What follows belongs to an exercise in optimizing a design on an open flow for small area, a short achievable clock period and few clock cycles per item; a production flow would make more cautious choices. No functional check of the RTL was part of any run shown here. Power is estimated from default activity; no workload was simulated.

<file path="flow/run.sh">
#!/bin/bash
# synth_recipe.tcl (not shown) runs the flow's synth.tcl, then flattens the netlist and writes it again
# the make line also repeats each setting of config.mk as NAME=value (left out here)
make -C /OpenROAD-flow-scripts/flow DESIGN_CONFIG=/design/flow/config.mk WORK_HOME=/design/flow/orfs CLKGATE_MAP_FILE= SYNTH_SCRIPT=/design/flow/synth_recipe.tcl finish
</file>
<file path="flow/config.mk">
export PLATFORM = sky130hd
export DESIGN_NAME = harp_clockdec
export DESIGN_NICKNAME = harp_clockdec
export VERILOG_FILES = /design/flow/design.v
export SDC_FILE = /design/flow/constraint.sdc
export NUM_CORES = 4
export LEC_CHECK = 0
export CAP_MARGIN = 20
export CORE_MARGIN = 2
export CORE_UTILIZATION = 40
export SLEW_MARGIN = 20
</file>
<file path="flow/constraint.sdc">
create_clock -name core_clock -period 10.0 [get_ports {clk}]
set_input_delay 2.0000 -clock core_clock [delete_from_list [all_inputs] [get_ports {clk}]]
set_output_delay 2.0000 -clock core_clock [all_outputs]
set_load 0.01 [all_outputs]
</file>
<file path="flow/design.v">
module harp_clockdec (
    input  wire        clk,
    input  wire        rst,               
    input  wire [23:0] cfg_sample_rate,   
    input  wire [15:0] cfg_baud,          
    input  wire        in_valid,
    output wire        in_ready,
    input  wire [31:0] in_time,           
    input  wire        in_state,          
    output reg         out_valid,
    output wire [31:0] out_local,         
    output wire [31:0] out_value,         
    output wire [1:0]  out_status         
);
    wire [23:0] sr   = cfg_sample_rate;
    wire [15:0] baud = cfg_baud;
    reg [11:0] G;
    reg [4:0]  u;
    reg        rdy_pre, rdy_slow, rdy_cls;
    reg        have_prev;
    reg [31:0] prev_time;
    reg        prev_state;
    reg        in_range;
    assign in_ready = rdy_pre && rdy_slow && rdy_cls;
    wire accept = in_valid && in_ready;
    wire [32:0] d_pos = {1'b0, in_time} - {1'b0, prev_time};
    wire [31:0] d_neg = prev_time - in_time;
    wire        neg   = d_pos[32];
    wire [31:0] mag   = neg ? d_neg : d_pos[31:0];
    wire        boundary = !neg && (d_pos[31:0] > {9'd0, sr[23:1]});
    wire        s0_tok = accept && have_prev;
    wire        s0_bnd = s0_tok && boundary;
    wire        s0_cls = s0_bnd && in_range;
    wire [22:0] m      = mag[22:0];
    wire [32:0] m_ext  = {m, 10'd0} >> u;
    wire [22:0] m_hi   = m >> u;
    wire        s0_ovf = (|mag[31:23]) || (|m_hi);
    reg        r1_iv, r1_bnd, r1_cls, r1_neg, r1_ovf, r1_lvl;
    reg [22:0] r1_m;
    reg [9:0]  r1_msh;
    wire [21:0] y    = r1_msh * G;
    wire [4:0]  y_ip = y[21:17];
    wire [16:0] y_f  = y[16:0];
    wire        amb  = (y_f >= 17'd59392) && (y_f <= 17'd65536);
    wire [5:0]  k_fast = {1'b0, y_ip} + {5'd0, y_f[16]};
    wire        s1_slow = r1_iv && (r1_neg ? (!r1_ovf && amb && y_ip == 5'd0)
                                           : (r1_ovf || amb));
    reg        r2_iv, r2_bnd, r2_cls, r2_neg, r2_ovf, r2_lvl, r2_slow;
    reg [5:0]  r2_k;
    reg [4:0]  r2_ip;
    reg [22:0] r2_m;
    localparam [2:0] E_IDLE = 3'd0, E_INIT = 3'd1, E_DIV = 3'd2, E_RUN = 3'd3, E_READY = 3'd4;
    reg [2:0]  e_st;
    reg [26:0] acc;
    reg [5:0]  e_n;          
    reg [5:0]  lo, hi, ej;
    wire       stall = r2_iv && r2_slow && (e_st != E_READY);
    wire       adv   = !stall;
    wire [6:0]  nj    = {ej, 1'b0} - 7'd1;                  
    wire        m_bit = r2_m[e_n[4:0]];
    wire        n_bit = (e_n < 6'd7) ? nj[e_n[2:0]] : 1'b0;
    wire        d_bit = (e_n < 6'd16) ? baud[4'd15 - e_n[3:0]] : 1'b0;
    reg  [26:0] e_a;
    reg         e_b;
    always @(*) begin
        case (e_st)
            E_INIT:  begin e_a = {11'd0, baud};                       e_b = 1'b1;  end
            E_DIV:   begin e_a = {26'd0, d_bit};                      e_b = 1'b1;  end
            default: begin e_a = m_bit ? {10'd0, baud, 1'b0} : 27'd0; e_b = n_bit; end
        endcase
    end
    wire [26:0] acc2  = (e_st == E_INIT) ? 27'd0 : {acc[25:0], 1'b0};
    wire [26:0] e_sum = acc2 + e_a - (e_b ? {3'd0, sr} : 27'd0);
    wire        e_neg = e_sum[26];
    wire        e_big = (e_sum[26:24] != 3'b000) && (e_sum[26:24] != 3'b111);
    wire        e_zero = (e_sum == 27'd0);
    wire        e_ge   = (!e_neg && !e_zero) || (e_zero && !ej[0]);
    wire        e_last = e_big || (e_n == 6'd0);
    wire [5:0]  lo_n   = e_ge ? ej : lo;
    wire [5:0]  hi_n   = e_ge ? hi : ej - 6'd1;
    wire [6:0]  mid_n  = {1'b0, lo_n} + {1'b0, hi_n} + 7'd1;
    wire [5:0]  istart = (r2_ovf || u >= 5'd23) ? 6'd22 : (u < 5'd7) ? 6'd6 : {1'b0, u} - 6'd1;
    wire [5:0]  lo_0   = r2_ovf ? 6'd16 : {1'b0, r2_ip};
    wire [5:0]  hi_0   = r2_ovf ? 6'd39 : {1'b0, r2_ip} + 6'd1;
    wire [6:0]  mid_0  = {1'b0, lo_0} + {1'b0, hi_0} + 7'd1;
    wire        e_done_now = (e_st == E_RUN) && e_last && (lo_n == hi_n);
    reg        clr;          
    reg [5:0]  bc_len;       
    reg        bc_fault;
    reg [31:0] bc_val;       
    wire [5:0]  k_w      = r2_slow ? lo : r2_k;
    wire        go2      = r2_iv && adv;
    wire [5:0]  base_len = clr ? 6'd0 : bc_len;
    wire [6:0]  end_len  = {1'b0, base_len} + {1'b0, k_w};
    wire        wr       = go2 && !r2_neg;
    wire        base_fault_n = (clr ? 1'b0 : bc_fault) || r2_ovf || (k_w != 6'd0);
    reg  [31:0] val_next;
    integer n;
    always @(*) begin
        for (n = 0; n < 32; n = n + 1) begin
            if (wr && ({1'b0, base_len} <= (1 + 10 * (n / 8) + (n % 8))) &&
                      (end_len > (1 + 10 * (n / 8) + (n % 8))))
                val_next[n] = r2_lvl;
            else
                val_next[n] = bc_val[n];
        end
    end
    reg [31:0] bc_local;     
    reg [31:0] cl_local;     
    reg        cl_busy;      
    reg        pend;         
    assign out_local  = cl_local;
    assign out_status = bc_fault ? 2'd1 : (bc_len != 6'd39) ? 2'd2 : 2'd0;
    assign out_value  = (!bc_fault && bc_len == 6'd39) ? bc_val : 32'd0;
    wire r1_cgo     = r1_bnd && r1_cls && adv;
    wire move_now   = (r1_cgo && (!cl_busy || out_valid)) || (pend && out_valid);
    wire pend_n     = (r1_cgo && !move_now) || (pend && !out_valid);
    wire r2_slow_n  = adv ? (s1_slow) : r2_slow;
    wire e_ready_n  = (e_st == E_READY && !adv) || e_done_now;
    always @(posedge clk) begin
        if (rst) begin
            rdy_pre    <= 1'b0;
            rdy_slow   <= 1'b1;
            rdy_cls    <= 1'b1;
            have_prev  <= 1'b0;
            in_range   <= 1'b0;
            r1_iv <= 1'b0; r1_bnd <= 1'b0;
            r2_iv <= 1'b0; r2_bnd <= 1'b0;
            clr        <= 1'b0;
            out_valid  <= 1'b0;
            cl_busy    <= 1'b0;
            pend       <= 1'b0;
            e_st       <= E_INIT;
            G          <= 12'd0;
            u          <= 5'd0;
        end else begin
            if (accept) begin
                have_prev <= 1'b1;
                if (have_prev && boundary)
                    in_range <= 1'b1;
            end
            if (adv) begin
                r1_iv  <= s0_tok && !boundary;
                r1_bnd <= s0_bnd;
                r2_iv  <= r1_iv;
                r2_bnd <= r1_bnd;
            end
            clr       <= r2_bnd && adv;
            out_valid <= r2_bnd && r2_cls && adv;
            rdy_slow <= !(r2_slow_n && (adv ? r1_iv : r2_iv) && !e_ready_n);
            if (s0_cls && ((r1_bnd && r1_cls) || cl_busy || pend))
                rdy_cls <= 1'b0;
            else if (!pend_n && !(r1_bnd && r1_cls && !adv))
                rdy_cls <= 1'b1;
            pend <= pend_n;
            if (move_now)
                cl_busy <= 1'b1;
            else if (out_valid)
                cl_busy <= 1'b0;
            case (e_st)
                E_INIT: begin
                    e_st <= E_DIV;
                    e_n  <= e_neg ? 6'd16 : 6'd0;
                end
                E_DIV: begin
                    e_n <= e_n + 6'd1;
                    G   <= {G[10:0], !e_neg};
                    if (G[10]) begin
                        e_st    <= E_IDLE;
                        rdy_pre <= 1'b1;
                        u       <= (e_n < 6'd22) ? 5'd0 : e_n[4:0] - 5'd22;
                    end
                end
                E_IDLE: begin
                    if (r2_iv && r2_slow) begin
                        e_st <= E_RUN;
                        e_n  <= istart;
                    end
                end
                E_RUN: begin
                    if (e_last) begin
                        e_n <= istart;
                        if (lo_n == hi_n)
                            e_st <= E_READY;
                    end else begin
                        e_n <= e_n - 6'd1;
                    end
                end
                E_READY: begin
                    if (adv)
                        e_st <= E_IDLE;
                end
                default: e_st <= E_IDLE;
            endcase
        end
    end
    always @(posedge clk) begin
        if (accept) begin
            prev_time  <= in_time;
            prev_state <= in_state;
        end
        if (adv) begin
            r1_cls <= s0_cls;
            r1_neg <= neg;
            r1_ovf <= s0_ovf;
            r1_m   <= m;
            r1_msh <= m_ext[9:0];
            r1_lvl <= prev_state;
            r2_cls  <= r1_cls; r2_neg <= r1_neg; r2_ovf <= r1_ovf; r2_lvl <= r1_lvl;
            r2_slow <= s1_slow;
            r2_k    <= k_fast;
            r2_ip   <= y_ip;
            r2_m    <= r1_m;
        end
        if (r1_bnd && !r1_cls && adv)
            bc_local <= prev_time;
        if (move_now) begin
            cl_local <= bc_local;
            bc_local <= prev_time;
        end
        case (e_st)
            E_INIT: acc <= e_neg ? {11'd0, baud} : 27'd0;
            E_DIV:  acc <= e_neg ? {acc[25:0], d_bit} : e_sum;
            E_IDLE: begin
                acc <= 27'd0;
                lo  <= lo_0;
                hi  <= hi_0;
                ej  <= mid_0[6:1];
            end
            E_RUN: begin
                if (e_last) begin
                    acc <= 27'd0;
                    lo  <= lo_n;
                    hi  <= hi_n;
                    ej  <= mid_n[6:1];
                end else begin
                    acc <= e_sum;
                end
            end
            default: ;
        endcase
        if (go2 && r2_neg)
            bc_fault <= base_fault_n;
        else
            bc_fault <= clr ? 1'b0 : bc_fault;
        bc_val <= val_next;
        if (wr)
            bc_len <= (end_len > 7'd39) ? 6'd39 : end_len[5:0];
        else
            bc_len <= base_len;
    end
endmodule
</file>
==> results of run 1 <==
area by class of cell:
type | instances | share of cell area [%]
repair buffers | 163 | 5.51
inverters | 284 | 3.71
flip-flops and latches | 295 | 29.4
clock inverters | 19 | 0.545
clock buffers | 49 | 3.86
multi-input cells | 2039 | 53.3
well taps | 846 | 3.69
how the worst max path moves through the flow:
| stage | to | depth (start not counted) |
|---|---|---|
| floorplan | e_st[1] | 26 |
| global placement | e_st[1] | 25 |
| detailed placement | e_st[1] | 25 |
| CTS | e_st[1] | 25 |
| global route | e_st[1] | 25 |
| finish | e_st[1] | 25 |
power groups by stage:
stage	sequential (W)	combinational (W)	clock, W
finish	0.00158	0.00238	0.00139
floorplan	0.00154	0.00178	0
detailed placement	0.00161	0.00234	0
global placement	0.00161	0.00233	0
global route	0.00160	0.00263	0.00146
CTS	0.00159	0.00235	0.00142
cell families after synthesis:
group                    Yosys count  share of synthesized area (%)
AND/OR/NAND/NOR                  854                           16.7
AO/OA/AOI/OAI                    719                           18.7
buffers and inverters            413                           6.28
adder cells (fa/ha/maj)          303                           18.0
flip-flops                       295                           33.4
XOR/XNOR                          83                           2.88
multiplexers                      79                           4.02
other                              1                         0.0148
cell usage after synthesis, types with 20 or more instances:
cell | n | area [um^2]
fa_1 | 100 | 2000
nor3_1 | 60 | 300
inv_1 | 278 | 1040
nor2_1 | 156 | 586
o21ai_0 | 134 | 671
mux2i_1 | 33 | 330
edfxtp_1 | 254 | 7630
dfxtp_1 | 41 | 821
nand2_1 | 289 | 1080
a221oi_1 | 21 | 184
nand4_1 | 25 | 156
xor2_1 | 26 | 228
ha_1 | 203 | 2540
and2_1 | 111 | 694
o211ai_1 | 26 | 195
and3_1 | 20 | 125
a21o_1 | 44 | 330
o21a_1 | 33 | 248
nand3_1 | 50 | 250
a22oi_1 | 30 | 225
clkbuf_1 | 99 | 372
xnor2_1 | 57 | 499
mux2_2 | 31 | 349
a31oi_1 | 23 | 144
nand2b_1 | 31 | 194
a211oi_1 | 32 | 240
a21oi_1 | 205 | 1030
through the flow:
step	total power [W]	worst slack [ns]	hold WS [ns]
finish	0.00535	1.06	0.408
global route	0.00569	0.757	0.410
CTS	0.00536	1.15	0.405
detailed placement	0.00395	0.573	0.405
global placement	0.00394	0.670	0.402
floorplan	0.00331	1.86	0.400
routing by layer:
| layer | up-vias | wire length (um) |
|---|---|---|
| li1 | 10020 | - |
| met2 | 569 | 35000 |
| met4 | 0 | 2230 |
| met1 | 10097 | 31600 |
| met5 | - | 0 |
| met3 | 117 | 3500 |
state kept, by name (all words and copies together) (netlist names), 12 cells and up:
| signal | cells |
|---|---|
| bc_local | 32 |
| bc_val | 32 |
| cl_local | 32 |
| prev_time | 32 |
| acc | 26 |
| r1_m | 23 |
| r2_m | 23 |
| G | 12 |
==> summary.txt, run 1 <==
outcome complete, no violations; post-route ant nets 0; WP buf/inv 3; starting density of the core a little over 40%; DIE WIDTH roughly 260 um; fraction of layout cells with a size suffix above 1 under 10%; FFs w/ async S/R, synth 0%; Max-Cap Viols 0; Via Count 20803; Primary FF master, synth edfxtp_1; Tmin final 8.94 ns; post-DP HPWL 55500 um; relative slew slack ~28%; post_cts resized 0; GRT Max-Usage Layer met2; Int Pwr approximately 0.0032 W; die height ~260 um; EDFF count, synth around 250; PD cells 186 mW/mm^2; Fin. Hold Viols 0; syn nets approximately 3100; Non-Filler Instances 3695; first-pass GRT wire length approximately 120000 um; worst hold path endpoint r2_m[20]; DRC viols 0; r2r endpoint e_st[1]; fin util a little under half; reg2reg setup slack 1.46 ns; Die ar. ~0.065 mm^2; H-tree levels 2; Root Driver clkbuf_16; GP Congestion around 0.9; total gr overflow 0; clock skew ~0.024 ns; Pre-antenna DRT Iters 6; grt met2 use a little under two fifths; post-CTS setup repair buffer count 0; switching part of the total around 40%; Unique masters post-synth between 90 and 100; delay of the slowest critical-path stage roughly 0.57 ns; Setup Viol. Count Final 0; max-slew violations 0; YS warnings 1; clock latency (worst-skew pair) roughly 0.57 ns; Fill cells 5989; Peak Freq 0.112 GHz; row cnt 92; total core area 0.0627 mm^2; Worst path slowest cell or4b_4; register area ~0.0084 mm^2; RSZ-0062 raised after global routing no; Hold Buf Count CTS 0; delay-heaviest family, CP simple AND/OR/NAND/NOR gates; Final Cell Area 0.0287 mm^2; commonest non-fill, non-tap cells in the layout 289 x nand2_1, 278 x inv_1, 254 x edfxtp_1; Worst setup EP type register; Wirelength per Cell approximately 20 um; vias in the first global route 21021; CP dominant cell by count ha_1; ant diodes 0; RR Startpoint ej[0]; min-delay worst type register to register; clock-pin slew of the registers on the worst-case setup and hold paths 0.06 ns; CTS tree done; Num CTS Buffers 37; Max clock buf depth 3; HP Start r1_m[20]; number of I/O port buffers 143; Max IR drop VDD 0.000112 V; Switch Pwr roughly 0.0021 W; WP data required between 10 and 15 ns; commonest non-fill, non-tap cell in the layout nand2_1; Mapped Area about 0.025 mm^2; Final Cycle Share 89.4%; register area share after synthesis between 30% and 40%; # IOs around 140; DRT iter0 DRCs 1549; met3 usage in global routing about 3.1%; CP max FO 18; Detailed Route WL around 72000 um; crit path DAT approximately 9.4 ns; Hold Path Stages 0; initial antenna violation count 0; Comb power frac 44.4%; Clock Sinks just under 300; footprint of the multi-input gates 0.0153 mm^2; pin count of the biggest net entering global routing 82; leakage 12.0 nW; Mean Syn Cell Area just over 9 um^2; placed cell count between 3000 and 4000; nets@finish between 3000 and 4000; CP Launch Type primary input; setup TNS 0 ns; Synth-to-Final Area Change 13.6%; Yosys reg bits roughly 300; met1 Usage GRT 28.0%; synthesized instance count ~2700; dpl cell area 0.0274 mm^2; total track usage a little over a fifth; clock power share about a quarter; Worst-Margin Slew between 1 and 1.5 ns; Crit. Startpoint cfg_baud[0]; Worst R2R Path Depth 31; Seq pwr share ~30%; type of the worst setup path primary input to register; Vias/cell about 5.6
==> run 2, diff against run 1 <==
--- a/flow/design.v
+++ b/flow/design.v
@@ -24,17 +24,16 @@
     assign in_ready = rdy_pre && rdy_slow && rdy_cls;
     wire accept = in_valid && in_ready;
     wire [32:0] d_pos = {1'b0, in_time} - {1'b0, prev_time};
-    wire [31:0] d_neg = prev_time - in_time;
     wire        neg   = d_pos[32];
-    wire [31:0] mag   = neg ? d_neg : d_pos[31:0];
-    wire        boundary = !neg && (d_pos[31:0] > {9'd0, sr[23:1]});
+    wire        boundary = !neg && ((|d_pos[31:23]) || (d_pos[22:0] > {1'b0, sr[23:1]}));
     wire        s0_tok = accept && have_prev;
     wire        s0_bnd = s0_tok && boundary;
     wire        s0_cls = s0_bnd && in_range;
-    wire [22:0] m      = mag[22:0];
+    wire [22:0] m      = d_pos[22:0] ^ {23{neg}};
     wire [32:0] m_ext  = {m, 10'd0} >> u;
     wire [22:0] m_hi   = m >> u;
-    wire        s0_ovf = (|mag[31:23]) || (|m_hi);
+    wire        s0_ovf = neg ? ((d_pos[31:23] != 9'h1ff) || (d_pos[22:0] == 23'd0))
+                             : (|m_hi);
     reg        r1_iv, r1_bnd, r1_cls, r1_neg, r1_ovf, r1_lvl;
     reg [22:0] r1_m;
     reg [9:0]  r1_msh;
@@ -43,13 +42,13 @@
     wire [16:0] y_f  = y[16:0];
     wire        amb  = (y_f >= 17'd59392) && (y_f <= 17'd65536);
     wire [5:0]  k_fast = {1'b0, y_ip} + {5'd0, y_f[16]};
-    wire        s1_slow = r1_iv && (r1_neg ? (!r1_ovf && amb && y_ip == 5'd0)
-                                           : (r1_ovf || amb));
+    wire        s1_slow = r1_iv && (r1_neg ? !r1_ovf : (r1_ovf || amb));
     reg        r2_iv, r2_bnd, r2_cls, r2_neg, r2_ovf, r2_lvl, r2_slow;
     reg [5:0]  r2_k;
     reg [4:0]  r2_ip;
     reg [22:0] r2_m;
-    localparam [2:0] E_IDLE = 3'd0, E_INIT = 3'd1, E_DIV = 3'd2, E_RUN = 3'd3, E_READY = 3'd4;
+    localparam [2:0] E_IDLE = 3'd0, E_INIT = 3'd1, E_DIV = 3'd2, E_RUN = 3'd3, E_READY = 3'd4,
+                     E_EVAL = 3'd5;
     reg [2:0]  e_st;
     reg [26:0] acc;
     reg [5:0]  e_n;          
@@ -66,24 +65,28 @@
         case (e_st)
             E_INIT:  begin e_a = {11'd0, baud};                       e_b = 1'b1;  end
             E_DIV:   begin e_a = {26'd0, d_bit};                      e_b = 1'b1;  end
-            default: begin e_a = m_bit ? {10'd0, baud, 1'b0} : 27'd0; e_b = n_bit; end
+            default: begin
+                e_a = (r2_neg && e_n == 6'd0) ? (m_bit ? {9'd0, baud, 2'b0} : {10'd0, baud, 1'b0})
+                                             : (m_bit ? {10'd0, baud, 1'b0} : 27'd0);
+                e_b = n_bit;
+            end
         endcase
     end
     wire [26:0] acc2  = (e_st == E_INIT) ? 27'd0 : {acc[25:0], 1'b0};
     wire [26:0] e_sum = acc2 + e_a - (e_b ? {3'd0, sr} : 27'd0);
     wire        e_neg = e_sum[26];
     wire        e_big = (e_sum[26:24] != 3'b000) && (e_sum[26:24] != 3'b111);
-    wire        e_zero = (e_sum == 27'd0);
-    wire        e_ge   = (!e_neg && !e_zero) || (e_zero && !ej[0]);
+    wire        a_zero = (acc == 27'd0);
+    wire        e_ge   = (!acc[26] && !a_zero) || (a_zero && !ej[0]);
     wire        e_last = e_big || (e_n == 6'd0);
     wire [5:0]  lo_n   = e_ge ? ej : lo;
     wire [5:0]  hi_n   = e_ge ? hi : ej - 6'd1;
     wire [6:0]  mid_n  = {1'b0, lo_n} + {1'b0, hi_n} + 7'd1;
-    wire [5:0]  istart = (r2_ovf || u >= 5'd23) ? 6'd22 : (u < 5'd7) ? 6'd6 : {1'b0, u} - 6'd1;
-    wire [5:0]  lo_0   = r2_ovf ? 6'd16 : {1'b0, r2_ip};
-    wire [5:0]  hi_0   = r2_ovf ? 6'd39 : {1'b0, r2_ip} + 6'd1;
+    wire [5:0]  istart = (r2_ovf || r2_neg || u >= 5'd23) ? 6'd22 : (u < 5'd7) ? 6'd6 : {1'b0, u} - 6'd1;
+    wire [5:0]  lo_0   = r2_neg ? 6'd0 : r2_ovf ? 6'd16 : {1'b0, r2_ip};
+    wire [5:0]  hi_0   = r2_neg ? 6'd1 : r2_ovf ? 6'd39 : {1'b0, r2_ip} + 6'd1;
     wire [6:0]  mid_0  = {1'b0, lo_0} + {1'b0, hi_0} + 7'd1;
-    wire        e_done_now = (e_st == E_RUN) && e_last && (lo_n == hi_n);
+    wire        e_done_now = (e_st == E_EVAL) && (lo_n == hi_n);
     reg        clr;          
     reg [5:0]  bc_len;       
     reg        bc_fault;
@@ -93,7 +96,7 @@
     wire [5:0]  base_len = clr ? 6'd0 : bc_len;
     wire [6:0]  end_len  = {1'b0, base_len} + {1'b0, k_w};
     wire        wr       = go2 && !r2_neg;
-    wire        base_fault_n = (clr ? 1'b0 : bc_fault) || r2_ovf || (k_w != 6'd0);
+    wire        base_fault_n = (clr ? 1'b0 : bc_fault) || (r2_slow ? (k_w != 6'd0) : r2_ovf);
     reg  [31:0] val_next;
     integer n;
     always @(*) begin
@@ -178,13 +181,13 @@
                     end
                 end
                 E_RUN: begin
-                    if (e_last) begin
-                        e_n <= istart;
-                        if (lo_n == hi_n)
-                            e_st <= E_READY;
-                    end else begin
-                        e_n <= e_n - 6'd1;
-                    end
+                    e_n <= e_n - 6'd1;
+                    if (e_last)
+                        e_st <= E_EVAL;
+                end
+                E_EVAL: begin
+                    e_n  <= istart;
+                    e_st <= (lo_n == hi_n) ? E_READY : E_RUN;
                 end
                 E_READY: begin
                     if (adv)
@@ -227,15 +230,12 @@
                 hi  <= hi_0;
                 ej  <= mid_0[6:1];
             end
-            E_RUN: begin
-                if (e_last) begin
-                    acc <= 27'd0;
-                    lo  <= lo_n;
-                    hi  <= hi_n;
-                    ej  <= mid_n[6:1];
-                end else begin
-                    acc <= e_sum;
-                end
+            E_RUN: acc <= e_sum;
+            E_EVAL: begin
+                acc <= 27'd0;
+                lo  <= lo_n;
+                hi  <= hi_n;
+                ej  <= mid_n[6:1];
             end
             default: ;
         endcase
==> summary.txt, run 2 <==
Unique masters post-synth 100 (was 95); Seq pwr share 27.2% (was 29.6%); dpl ws 1.64 ns (was 0.573 ns); H-tree levels 2 (unchanged); clock skew 0.0411 ns (was 0.0243 ns); met1 Usage GRT 29.0% (was 28.0%); Hold Buf Count CTS 0 (unchanged); Peak Freq 0.118 GHz (was 0.112 GHz); setup TNS 0 ns (unchanged); Synth-to-Final Area Change 13.6% (about the same); outcome complete, no violations (unchanged); # IOs 144 (unchanged); Wirelength per Cell 20.0 um (was 19.6 um); crit path DAT 8.85 ns (was 9.36 ns); Yosys reg bits 296 (was 295); Clock Sinks 296 (was 295); Synth area leaders edfxtp_1 32%, ha_1 8.8%, fa_1 8.4%, nand2_1 4.2%, xnor2_1 3.7% (was edfxtp_1 30%, ha_1 10%, fa_1 7.9%, nand2_1 4.3%, inv_1 4.1%); fin util 45.7% (was 45.8%); Setup crit end acc[7] (was e_st[1]); final setup margin 1.53 ns (was 1.06 ns); Int Pwr 0.00363 W (was 0.00324 W); clock latency (worst-skew pair) 0.57 ns (about the same); worst hold slack after final layout 0.399 ns (was 0.408 ns); Root Driver clkbuf_16 (unchanged); reg2reg setup slack 1.53 ns (was 1.46 ns); Non-Filler Instances 3419 (was 3695); GP Congestion 0.971 (was 0.926); EDFF count, synth 255 (was 254); Comb power frac 51.7% (was 44.4%); register area share after synthesis 35.1% (was 33.4%); DRT iter0 DRCs 1403 (was 1549); post_cts resized 0 (unchanged); Switch Pwr 0.00260 W (was 0.00211 W); Synth area leader edfxtp_1 (unchanged); Synth top area share 31.7% (was 30.2%); commonest non-fill, non-tap cells in the layout 271 x nand2_1, 255 x edfxtp_1, 199 x inv_1 (was 289 x nand2_1, 278 x inv_1, 254 x edfxtp_1); syn nets 2877 (was 3126); DRC viols 0 (unchanged); die height 250 um (was 255 um); DIE WIDTH 250 um (was 255 um); CP Launch Type register (was primary input); Crit. Startpoint e_n[0] (was cfg_baud[0]); number of I/O port buffers 143 (unchanged); Fin. Hold Viols 0 (unchanged); synth cell count leaders 271 x nand2_1, 255 x edfxtp_1, 199 x inv_1 (was 289 x nand2_1, 278 x inv_1, 254 x edfxtp_1); type of the worst setup path register to register (was primary input to register); CP max FO 17 (was 18); Max clock buf depth 3 (unchanged); total core area 0.0600 mm^2 (was 0.0627 mm^2); Pre-antenna DRT Iters 7 (was 6); Primary FF master, synth edfxtp_1 (unchanged); switching part of the total 41.8% (was 39.4%); YS warnings 1 (unchanged); Worst-Margin Slew 1.14 ns (was 1.07 ns); most numerous cell in the Yosys netlist nand2_1 (unchanged); Max-Cap Viols 0 (unchanged); CTS tree done (unchanged); FFs w/ async S/R, synth 0% (unchanged); row cnt 90 (was 92); Final Cycle Share 84.7% (was 89.4%); starting density of the core 40.2% (was 40.3%); PD cells 227 mW/mm^2 (was 186 mW/mm^2); total track usage 21.6% (was 21.8%); r2r endpoint acc[7] (was e_st[1]); Worst setup EP type register (unchanged); post-CTS setup repair buffer count 0 (unchanged); post-route ant nets 0 (unchanged); clock power share 21.1% (was 26.0%); max-slew violations 0 (unchanged); Vias/cell 5.70 (was 5.63); ant diodes 0 (unchanged); WP data required 10.38 ns (was 10.42 ns); initial antenna violation count 1 (was 0); Die ar. 0.0624 mm^2 (was 0.0652 mm^2); Num CTS Buffers 37 (unchanged); commonest non-fill, non-tap cell in the layout nand2_1 (unchanged); placed cell count 3352 (was 3627); post-DP HPWL 52700 um (was 55500 um); RSZ-0062 raised after global routing no (unchanged); first-pass GRT wire length 108000 um (was 115000 um); clock-pin slew of the registers on the worst-case setup and hold paths 0.06 ns (about the same); relative slew slack 23.8% (was 28.2%); Worst R2R Path Depth 23 (was 31); Max IR drop VDD 0.000195 V (was 0.000112 V); Mean Syn Cell Area 9.55 um^2 (was 9.20 um^2); grt met2 use 36.2% (was 37.6%); Setup Viol. Count Final 0 (unchanged); Detailed Route WL 68300 um (was 72300 um); GRT Max-Usage Layer met2 (unchanged); RR Startpoint e_n[0] (was ej[0]); synthesized instance count 2530 (was 2747); Tmin final 8.47 ns (was 8.94 ns); vias in the first global route 19286 (was 21021); pin count of the biggest net entering global routing 50 (was 82); leakage 11.3 nW (was 12.0 nW); total gr overflow 0 (unchanged); Mapped Area 0.0242 mm^2 (was 0.0253 mm^2); nets@finish 2956 (was 3199); Via Count 19502 (was 20803); met3 usage in global routing 2.75% (was 3.06%); min-delay worst type register to register (unchanged); fraction of layout cells with a size suffix above 1 6.56% (was 5.97%); Hold Path Stages 0 (unchanged)
[run 2: worst min-delay path by stage]
stage,from,end,slack (ns)
2_1_floorplan,bc_local[0],cl_local[0],0.40
3_3_place_gp,r1_m[16],r2_m[16],0.40
3_5_place_dp,bc_local[20],cl_local[20],0.41
4_1_cts,r1_m[1],r2_m[1],0.39
5_1_grt,r1_m[1],r2_m[1],0.41
6_report,r1_m[1],r2_m[1],0.40
[run 2: cell families (layout without fill, tap and decap cells)]
group / count (synthesis) / after routing / synth area share [%]
compound gates: 597 / 597 / 16.1
buf+inv: 332 / 439 / 5.37
mux: 75 / 75 / 4.32
xor+xnor: 143 / 143 / 5.28
other cells: 1 / 1 / 0.0155
fa+ha+maj: 271 / 271 / 17.2
simple gates: 815 / 815 / 16.6
flops: 296 / 296 / 35.1
[run 2: power groups by stage]
stage | Sequential [W] | Clock (W) | Combinational, W
detailed placement | 0.00172 | 0 | 0.00317
floorplan | 0.00162 | 0 | 0.00241
CTS | 0.00169 | 0.00134 | 0.00319
finish | 0.00170 | 0.00131 | 0.00322
global placement | 0.00172 | 0 | 0.00313
global route | 0.00171 | 0.00138 | 0.00356
[run 2: worst max-delay path, cell delays in order (launching register included)]
cell and delay (ns):
edfxtp_1 0.49, buf_4 0.33, mux4_2 0.53, mux4_2 0.47, mux2i_1 0.28, nor3_1 0.10
buf_4 0.21, nor2b_1 0.89, a22oi_1 0.14, o21ai_0 0.33, fa_1 0.52, ha_1 0.32
a21o_1 0.18, a21o_1 0.20, a21oi_1 0.31, o21ai_0 0.21, and2_1 0.22, a221o_1 0.36
a211oi_1 0.33, nor2_1 0.12, o211ai_1 0.68, or2_2 0.43, nand2_1 0.37, o22ai_1 0.27
[run 2: metal layers]
| layer | wire length (um) | vias up |
|---|---|---|
| li1 | - | 9210 |
| met1 | 30300 | 9531 |
| met2 | 32400 | 633 |
| met3 | 3480 | 128 |
| met4 | 2190 | 0 |
| met5 | 0 | - |
[run 2: cell type report]
type / instances / area [um^2]
Multi-Input combinational cell: 1902 / 14400
Clock buffer: 45 / 976
Sequential cell: 296 / 8480
Tap cell: 782 / 978
Fill cell: 5611 / 32600
Clock inverter: 22 / 218
Inverter: 205 / 774
Timing Repair Buffer: 167 / 1610
[run 2: per-stage QoR]
stage	total power (W)	area, um^2
2_1_floorplan	0.00403	24200
3_3_place_gp	0.00484	26200
3_5_place_dp	0.00489	26200
4_1_cts	0.00622	27400
5_1_grt	0.00665	27400
6_report	0.00623	27400
==> run 3, diff against run 2 <==
--- a/flow/config.mk
+++ b/flow/config.mk
@@ -5,7 +5,9 @@
 export SDC_FILE = /design/flow/constraint.sdc
 export NUM_CORES = 4
 export LEC_CHECK = 0
+export ABC_CLOCK_PERIOD_IN_PS = 5000
 export CAP_MARGIN = 20
 export CORE_MARGIN = 2
 export CORE_UTILIZATION = 40
+export SETUP_SLACK_MARGIN = 4.5
 export SLEW_MARGIN = 20
==> summary.txt, run 3 <==
ant diodes 0 (unchanged); synth cell count leaders 271 x nand2_1, 255 x edfxtp_1, 199 x inv_1 (unchanged); Primary FF master, synth edfxtp_1 (unchanged); commonest non-fill, non-tap cells in the layout 255 x edfxtp_1, 251 x nand2_1, 186 x inv_1 (was 271 x nand2_1, 255 x edfxtp_1, 199 x inv_1); Crit. Startpoint e_n[0] (unchanged); Wirelength per Cell 20.6 um (was 20.0 um); delay-heaviest family, CP compound AO/OA/AOI/OAI gates (unchanged); Max IR drop VDD 0.000191 V (was 0.000195 V); CTS tree done (unchanged); H-tree levels 2 (unchanged); number of I/O port buffers 143 (unchanged); post-DP HPWL 53100 um (was 52700 um); Final Cycle Share 59.5% (was 84.7%); row cnt 90 (unchanged); Pre-antenna DRT Iters 7 (unchanged); Num CTS Buffers 38 (was 37); DRC viols 0 (unchanged); YS warnings 1 (unchanged); Switch Pwr 0.00314 W (was 0.00260 W); Non-Filler Instances 3604 (was 3419); total gr overflow 0 (unchanged); CP Launch Type register (unchanged); EDFF count, synth 255 (unchanged); first-pass GRT wire length 115000 um (was 108000 um); commonest non-fill, non-tap cell in the layout edfxtp_1 (was nand2_1); vias in the first global route 20622 (was 19286); starting density of the core 40.2% (unchanged); FFs w/ async S/R, synth 0% (unchanged); RR Startpoint e_n[0] (unchanged); Fin. Hold Viols 0 (unchanged); relative slew slack 27.7% (was 23.8%); register area 0.00850 mm^2 (was 0.00848 mm^2); initial antenna violation count 0 (was 1); WP buf/inv 5 (was 2); Vias/cell 5.69 (was 5.70); clock latency (worst-skew pair) 0.58 ns (was 0.57 ns); Synth top area share 31.7% (unchanged); min-delay worst type register to register (unchanged); Die ar. 0.0624 mm^2 (unchanged); die height 250 um (unchanged); leakage 12.7 nW (was 11.3 nW); fraction of layout cells with a size suffix above 1 22.9% (was 6.56%); Yosys reg bits 296 (unchanged); switching part of the total 41.0% (was 41.8%); total track usage 23.1% (was 21.6%); Clock Sinks 296 (unchanged); CP max FO 7 (was 17); Worst path slowest cell mux4_2 (was nor2b_1); syn nets 2877 (unchanged); # IOs 144 (unchanged); Hold Buf Count CTS 0 (unchanged); nets@finish 3140 (was 2956); outcome complete, no violations (unchanged); Mean Syn Cell Area 9.55 um^2 (unchanged); DRT iter0 DRCs 1456 (was 1403); CP dominant cell by count buf_6; Root Driver clkbuf_16 (unchanged); Synth-to-Final Area Change 28.4% (was 13.6%); Unique masters post-synth 100 (unchanged); delay of the slowest critical-path stage 0.51 ns (was 0.89 ns); clock-pin slew of the registers on the worst-case setup and hold paths 0.06 ns (about the same); Int Pwr 0.00451 W (was 0.00363 W); total core area 0.0600 mm^2 (unchanged); most numerous cell in the Yosys netlist nand2_1 (unchanged); Via Count 20498 (was 19502); register area share after synthesis 35.1% (unchanged); PD cells 247 mW/mm^2 (was 227 mW/mm^2); clock skew 0.0501 ns (was 0.0411 ns); Mapped Area 0.0242 mm^2 (unchanged); WP data required 10.32 ns (was 10.38 ns); clock power share 17.9% (was 21.1%); Worst-Margin Slew 1.08 ns (was 1.14 ns); Peak Freq 0.168 GHz (was 0.118 GHz); Fill cells 5357 (was 5611); Synth area leaders edfxtp_1 32%, ha_1 8.8%, fa_1 8.4%, nand2_1 4.2%, xnor2_1 3.7% (unchanged); post-route ant nets 0 (unchanged); placed cell count 3353 (was 3352); setup TNS 0 ns (unchanged); Tmin final 5.95 ns (was 8.47 ns); Seq pwr share 21.9% (was 27.2%); Detailed Route WL 74100 um (was 68300 um); HP Start r1_m[0] (was r1_m[1]); worst hold slack after final layout 0.399 ns (about the same); total power 0.00765 W (was 0.00623 W); RSZ-0062 raised after global routing yes (was no); Synth area leader edfxtp_1 (unchanged); Comb power frac 60.2% (was 51.7%); GP Congestion 0.922 (was 0.971); type of the worst setup path register to register (unchanged); Final Cell Area 0.0310 mm^2 (was 0.0274 mm^2); DIE WIDTH 250 um (unchanged); max-slew violations 0 (unchanged); Max clock buf depth 3 (unchanged); pin count of the biggest net entering global routing 62 (was 50); crit path DAT 6.27 ns (was 8.85 ns); footprint of the multi-input gates 0.0163 mm^2 (was 0.0144 mm^2); Max-Cap Viols 0 (unchanged); Worst setup EP type register (unchanged); Setup Viol. Count Final 0 (unchanged); synthesized instance count 2530 (unchanged); dpl cell area 0.0265 mm^2 (was 0.0262 mm^2)
==> run 3: power groups by stage <==
| stage | registers [W] | clock network [W] | logic [W] |
|---|---|---|---|
| after floorplan | 0.00162 | 0 | 0.00252 |
| after global placement | 0.00172 | 0 | 0.00320 |
| after detailed placement | 0.00172 | 0 | 0.00326 |
| after CTS | 0.00167 | 0.00140 | 0.00421 |
| after global routing | 0.00169 | 0.00143 | 0.00496 |
| final | 0.00168 | 0.00137 | 0.00460 |
==> run 3: worst paths after layout <==
| kind | endpoint | slack [ns] | cells after the start |
|---|---|---|---|
| hold / removal | r2_m[0] | 0.40 | 0 |
| hold reg to reg | r2_m[0] | 0.40 | 0 |
| setup / recovery | acc[7] | 4.05 | 26 |
| setup reg to reg | acc[7] | 4.05 | 26 |
==> run 3: logic make-up (layout without fill, tap and decap cells) <==
logic type | after synthesis | in the layout | synth area share (%)
AND/OR/NAND/NOR | 815 | 816 | 16.6
AO/OA/AOI/OAI | 597 | 598 | 16.1
buffers and inverters | 332 | 622 | 5.37
flip-flops | 296 | 296 | 35.1
adder cells (fa/ha/maj) | 271 | 271 | 17.2
XOR/XNOR | 143 | 143 | 5.28
multiplexers | 75 | 75 | 4.32
other | 1 | 1 | 0.0155
==> run 3: stage by stage <==
step / worst slack (ns) / util [%]
after floorplan: 4.04 / -
after global placement: 2.28 / 44.2
after detailed placement: 2.17 / 44.2
after CTS: 4.15 / 50.0
after global routing: 3.82 / 51.7
final: 4.05 / 51.7
==> run 3: routing by layer <==
metal / share of wire (%) / track usage (%) / routed length (um) / up-vias
li1: - / - / - / 9583
met1: 43 / 30.6 / 32000 / 10074
met2: 48 / 38.9 / 35900 / 694
met3: 5.1 / 2.70 / 3790 / 147
met4: 3.3 / 8.52 / 2460 / 0
met5: 0 / 0 / 0 / -
==> run 3: worst reg2reg max path, delay by kind of cell (launching register included) <==
| family | cells | cell delay (ns) |
|---|---|---|
| mux | 3 | 1.21 |
| buf+inv | 5 | 0.74 |
| fa+ha+maj | 2 | 0.75 |
| flops | 1 | 0.36 |
| simple gates | 6 | 0.92 |
| compound gates | 10 | 1.72 |
==> run 3: layout make-up <==
cell class	instances	share of cell area, %
multi-input cells	1904	52.6
clock buffers	45	3.15
inverters	205	2.55
well taps	782	3.16
repair buffers	348	10.3
flip-flops and latches	296	27.4
clock inverters	24	0.799
==> run 3: repair_timing <==
action                                  in CTS  in global routing
buffers inserted                           122                 55
resized for setup                          378                130
endpoints found under the setup margin      60                 54
pin swaps                                  113                 69
gates cloned                                 4                  1
hold endpoints to repair                     0                  0

[port drivers added, routing unchanged]
No port has a modelled driver above. Below, the same layouts with a new extraction and two added sets of constraints. Step 1 assumes that a clkbuf_16 drives the clock port and a buf_2 every other input. Step 2 also shifts input and output timing later by t, the mid clock arrival at the registers, as if the neighbouring blocks saw the same clock. Slacks: ideal / step 1 / step 2; pairs: ideal / step 1.
run | t, ns | setup WS [ns] | latest minus earliest clock arrival (ns) | worst register clock-pin slew, ns
run 1 | 0.617 | 1.064 / 1.100 / 0.483 | 0.024 / 0.024 | 0.07 / 0.07
run 2 | 0.612 | 1.532 / 1.532 / 1.532 | 0.042 / 0.042 | 0.06 / 0.06
run 3 | 0.609 | 4.046 / 4.046 / 3.471 | 0.050 / 0.051 | 0.07 / 0.07
After both steps setup and hold are still met in every run listed. For run 1, which loses most, drivers alone change the setup slack by +0.036 ns; drivers and shift together by -0.581 ns.
